Context: an optimization exercise on an open-source flow, tuned for small area. The choices shown serve that exercise and are no tape-out recipe. The RTL was checked by simulation tests, not by an equivalence proof against the original design. The clock port is modelled as an ideal driver; clocking choices that lean on that would not hold on a real chip. Power figures rest on the tool's default switching activity, not on a simulated workload.

job 101:
// mwf1_rx
module mwf1_rx (
    input  wire        clk,
    input  wire        rst,
    input  wire        rx_valid,
    input  wire [7:0]  rx_data,
    output wire        rx_ready,
    output wire        tx_valid,
    output wire [7:0]  tx_data,
    input  wire        tx_ready,
    output wire        pay_we,
    output wire [14:0] pay_addr,
    output wire [7:0]  pay_wdata,
    output wire        frm_valid,
    output wire [14:0] frm_len,
    input  wire        frm_ready,
    output wire [1:0]  st_phase,
    output wire [1:0]  st_rx_state
);
    localparam [14:0] MAXLEN = 15'd26937;
    localparam [1:0] PH_RECEIVE  = 2'd1;
    localparam [1:0] PH_DISPATCH = 2'd2;
    localparam [1:0] PH_ACK      = 2'd3;
    localparam [1:0] S_SEEK = 2'd0;
    localparam [1:0] S_LEN  = 2'd1;
    localparam [1:0] S_PAY  = 2'd2;
    localparam [1:0] S_CRC  = 2'd3;
    localparam [2:0] A_ERL0 = 3'b100, A_ERL1 = 3'b111, A_ERL2 = 3'b010;
    localparam [2:0] A_ERC0 = 3'b101, A_ERC1 = 3'b110, A_ERC2 = 3'b011;
    localparam [2:0] A_OK0  = 3'b000, A_OK1  = 3'b001;
    reg [1:0]  phase;
    reg [1:0]  rx_state;
    reg        win_ne;
    reg [1:0]  mm;
    reg [14:0] len_r;
    reg        len_ovf;      
    reg [14:0] pay_cnt;
    reg [31:0] crc;
    reg [15:0] tmr;
    reg        tmr_ge;       
    wire [2:0] ack = {win_ne, mm};
    wire recv   = (phase == PH_RECEIVE);
    wire rx_fire = rx_valid && recv;
    wire st_seek = (rx_state == S_SEEK);
    wire st_len  = (rx_state == S_LEN);
  ...
export LEC_CHECK = 0
export CAP_MARGIN = 0
export CORE_MARGIN = 2
export CORE_UTILIZATION = 70
export PLACE_DENSITY = 0.85
export SLEW_MARGIN = 0
create_clock -name core_clock -period 5.0 [get_ports {clk}]
standard.sh (not shown) runs the stock make flow with config.mk's settings and CLKGATE_MAP_FILE= SYNTH_SCRIPT=/design/flow/synth_recipe.tcl, a recipe that flattens the netlist after the stock synthesis.
==> flow/flow/run.sh <==
#!/bin/bash
# The standard layout (standard.sh: the standard synthesis and ORFS flow),
# with these changes to how the layout is built:
#  - synthesis maps the logic with an area-oriented ABC script
#    (flow/abc_map.script, used in place of ORFS's abc_speed.script through a
#    copy of ORFS's scripts folder in ./orfs_scripts; nothing else in the
#    copy changes, so the registers are those of the standard synthesis);
#  - the input and output port buffers use the smallest buffer cell
#    (sky130_fd_sc_hd__buf_1);
#  - the clock tree uses clkbuf_8 buffers and no dummy loads.
# standard.sh's full output is written to standard.log in this folder; ORFS
# keeps each step's log under orfs/logs/.
set -o pipefail
rm -rf orfs_scripts
cp -r "$FLOW_HOME/scripts" orfs_scripts
cp flow/abc_map.script orfs_scripts/abc_speed.script
export SCRIPTS_DIR="$PWD/orfs_scripts"
export BUFFER_PORTS_ARGS="-buffer_cell sky130_fd_sc_hd__buf_1"
export CTS_ARGS="-sink_clustering_enable -repair_clock_nets -buf_list sky130_fd_sc_hd__clkbuf_8 -sink_clustering_size 30 -dont_use_dummy_load"
bash standard.sh > standard.log 2>&1
==> flow/flow/abc_map.script <==
strash
&get -n
&st
&dch -f
&nf -R 1000 -p
&put
strash
&get -n
&st
&syn2
&dch -f
&nf -R 1000 -p
&put
Setup changes, job 101 to job 102
diff --git a/flow/flow/run.sh b/flow/flow/run.sh
--- a/flow/flow/run.sh
+++ b/flow/flow/run.sh
@@ -17,4 +17,5 @@
 export SCRIPTS_DIR="$PWD/orfs_scripts"
 export BUFFER_PORTS_ARGS="-buffer_cell sky130_fd_sc_hd__buf_1"
-export CTS_ARGS="-sink_clustering_enable -repair_clock_nets -buf_list sky130_fd_sc_hd__clkbuf_8 -sink_clustering_size 30 -dont_use_dummy_load"
+export CTS_ARGS="-sink_clustering_enable -repair_clock_nets -buf_list sky130_fd_sc_hd__clkbuf_4 -dont_use_dummy_load"
+export POST_CTS_TCL="$PWD/flow/post_cts.tcl"
 bash standard.sh > standard.log 2>&1
==> flow/flow/post_cts.tcl (new file) <==
estimate_parasitics -placement
foreach inst [get_cells -hierarchical clkbuf*] {
  if {[get_property $inst ref_name] != "sky130_fd_sc_hd__clkbuf_4"} { continue }
  set out [get_pins -of_objects $inst -filter "direction==output"]
  set worst 0
  foreach pin [get_pins -of_objects [get_nets -of_objects $out] -filter "direction==input"] {
    if {[get_property $pin name] != "CLK"} { continue }
    foreach e {rise fall} {
      set s [get_property $pin slew_max_$e]
      if {$s > $worst} { set worst $s }
    }
  }
  if {$worst > 0.112} {
    puts "upsizing [get_name $inst] to clkbuf_8 (clock pin slew $worst ns)"
    replace_cell $inst sky130_fd_sc_hd__clkbuf_8
  }
}
estimate_parasitics -placement
detailed_placement
check_placement -verbose
estimate_parasitics -placement
Findings:
Job 102 finished end to end and its layout was clean on timing, DRC and antenna. Compared to job 101, job 102 leaves more free space in the core. Worst setup path endpoint = rx_state[1]$_SDFFE_PP0P_: job 101; worst setup path endpoint = rx_state[0]$_SDFFE_PP0P_: job 102. The final reports for job 102 and job 101 show register-to-register slack lower in the former. met2 global-route usage is lower on job 102. When the final numbers for job 101 and job 102 were put side by side, the relative contribution of sequential cells to total power turned out to be greater in job 102. Comparing job 101 and job 102, synthesis-to-layout area growth is lower on job 102. Global-route wire length before repair of job 102 is on par with job 101. Job 102 — switching power summed over all nets 2.7% lower, job 101 as reference.
[inputs] job 103 vs job 102
# job 102
export LEC_CHECK = 0
export CAP_MARGIN = 0
export CORE_MARGIN = 2
export CORE_UTILIZATION = 70
export PLACE_DENSITY = 0.85
export SLEW_MARGIN = 0
create_clock -name core_clock -period 5.0 [get_ports {clk}]
# job 103
export LEC_CHECK = 0
export CAP_MARGIN = 0
export CORE_MARGIN = 2
export CORE_UTILIZATION = 60
export PLACE_DENSITY = 0.75
export SLEW_MARGIN = 0
create_clock -name core_clock -period 5.0 [get_ports {clk}]
diff --git a/flow/flow/run.sh b/flow/flow/run.sh
--- a/flow/flow/run.sh
+++ b/flow/flow/run.sh
@@ -17,5 +17,4 @@
 export SCRIPTS_DIR="$PWD/orfs_scripts"
 export BUFFER_PORTS_ARGS="-buffer_cell sky130_fd_sc_hd__buf_1"
-export CTS_ARGS="-sink_clustering_enable -repair_clock_nets -buf_list sky130_fd_sc_hd__clkbuf_4 -dont_use_dummy_load"
-export POST_CTS_TCL="$PWD/flow/post_cts.tcl"
+export CTS_ARGS="-sink_clustering_enable -repair_clock_nets -buf_list sky130_fd_sc_hd__clkbuf_8 -sink_clustering_size 30 -dont_use_dummy_load"
 bash standard.sh > standard.log 2>&1
removed: flow/flow/post_cts.tcl
### Flow results
Row count (job 103 vs. job 102) increases by more than 10%. Comparing job 102 and job 103, the lower layout overhead on the synthesized area is on job 102. [job 103 vs job 102] via count of the first global-routing pass: lower in job 103. Of job 102 and job 103, the run reporting the lower detailed-routed wire length on met2 was job 103. Job 102 ended up with a221oi_1 as its slowest cell on the critical path; job 103 ended up with a211oi_2. For the portion of the clock cycle consumed by the worst path in the final layout, job 103 came in 0.47 points lower than job 102 did.
Input changes introduced in job 104 (baseline for comparison: job 103):
# job 103
export LEC_CHECK = 0
export CAP_MARGIN = 0
export CORE_MARGIN = 2
export CORE_UTILIZATION = 60
export PLACE_DENSITY = 0.75
export SLEW_MARGIN = 0
create_clock -name core_clock -period 5.0 [get_ports {clk}]
# job 104
export LEC_CHECK = 0
export CAP_MARGIN = 0
export CORE_MARGIN = 2
export CORE_UTILIZATION = 70
export PLACE_DENSITY = 0.85
export SLEW_MARGIN = 0
create_clock -name core_clock -period 5.0 [get_ports {clk}]
diff --git a/flow/flow/run.sh b/flow/flow/run.sh
--- a/flow/flow/run.sh
+++ b/flow/flow/run.sh
@@ -8,5 +8,7 @@
 #  - the input and output port buffers use the smallest buffer cell
 #    (sky130_fd_sc_hd__buf_1);
-#  - the clock tree uses clkbuf_8 buffers and no dummy loads.
+#  - the clock tree is built from clkbuf_4 buffers without dummy loads, and
+#    after CTS each clock buffer whose flip-flops would see too slow a clock
+#    slew is upsized to clkbuf_8 (flow/post_cts.tcl).
 # standard.sh's full output is written to standard.log in this folder; ORFS
 # keeps each step's log under orfs/logs/.
@@ -17,4 +19,5 @@
 export SCRIPTS_DIR="$PWD/orfs_scripts"
 export BUFFER_PORTS_ARGS="-buffer_cell sky130_fd_sc_hd__buf_1"
-export CTS_ARGS="-sink_clustering_enable -repair_clock_nets -buf_list sky130_fd_sc_hd__clkbuf_8 -sink_clustering_size 30 -dont_use_dummy_load"
+export CTS_ARGS="-sink_clustering_enable -repair_clock_nets -buf_list sky130_fd_sc_hd__clkbuf_4 -dont_use_dummy_load"
+export POST_CTS_TCL="$PWD/flow/post_cts.tcl"
 bash standard.sh > standard.log 2>&1
==> flow/flow/post_cts.tcl (new file) <==
estimate_parasitics -placement
foreach inst [get_cells -hierarchical clkbuf*] {
  if {[get_property $inst ref_name] != "sky130_fd_sc_hd__clkbuf_4"} { continue }
  set out [get_pins -of_objects $inst -filter "direction==output"]
  set worst 0
  foreach pin [get_pins -of_objects [get_nets -of_objects $out] -filter "direction==input"] {
    if {[get_property $pin name] != "CLK"} { continue }
    foreach e {rise fall} {
      set s [get_property $pin slew_max_$e]
      if {$s > $worst} { set worst $s }
    }
  }
  if {$worst > 0.112} {
    puts "upsizing [get_name $inst] to clkbuf_8 (clock pin slew $worst ns)"
    replace_cell $inst sky130_fd_sc_hd__clkbuf_8
  }
}
estimate_parasitics -placement
detailed_placement
check_placement -verbose
estimate_parasitics -placement
### Flow results
Taking job 103 as the reference, in job 104 share of total power in the clock network fell 4.0 points, initial cell density of the core increased by 12 points relative to the old numbers, overall routing resource usage grew by 3.8 points, post-layout utilization of the core increased 12 points. Re proportion of cell area occupied by registers: job 104 is 0.72 points up on job 103. Job 104: final worst-path cycle share 0.47 points above job 103. Reported for job 103 and job 104, complex-gate fraction of the synthesized area turned out identical to the last digit. The lower combinational share of power of job 103 and job 104 is in job 103. Final critical-path setup slack: job 104 < job 103.

-- separate check: timing with driven ports --
The flow's constraints put no driver on any port. The routed layouts listed below were extracted and timed again, unchanged, in two steps. Step 1: set_driving_cell puts a clkbuf_16 on clk and a buf_2 on each other input, an assumption about the parent block. Step 2 times the ports against the registers' clock, not the clock port: input delays grow and output delays shrink by t, the midpoint of the rising clock arrivals with the driver on. Slacks: ideal / step 1 / step 2; pairs: ideal / step 1.
| run | t, ns | slack for setup (ns) | worst setup path at the end | slew at the worst register clock pin (ns) |
|---|---|---|---|---|
| job 101 | 0.379 | 0.373 / 0.373 / 0.373 | register to register | 0.09 / 0.09 |
| job 102 | 0.449 | 0.300 / 0.300 / 0.300 | register to register | 0.10 / 0.10 |
| job 103 | 0.378 | 0.323 / 0.323 / 0.323 | register to register | 0.09 / 0.09 |
| job 104 | 0.449 | 0.300 / 0.300 / 0.300 | register to register | 0.10 / 0.10 |
After both steps every run listed still meets setup and hold.
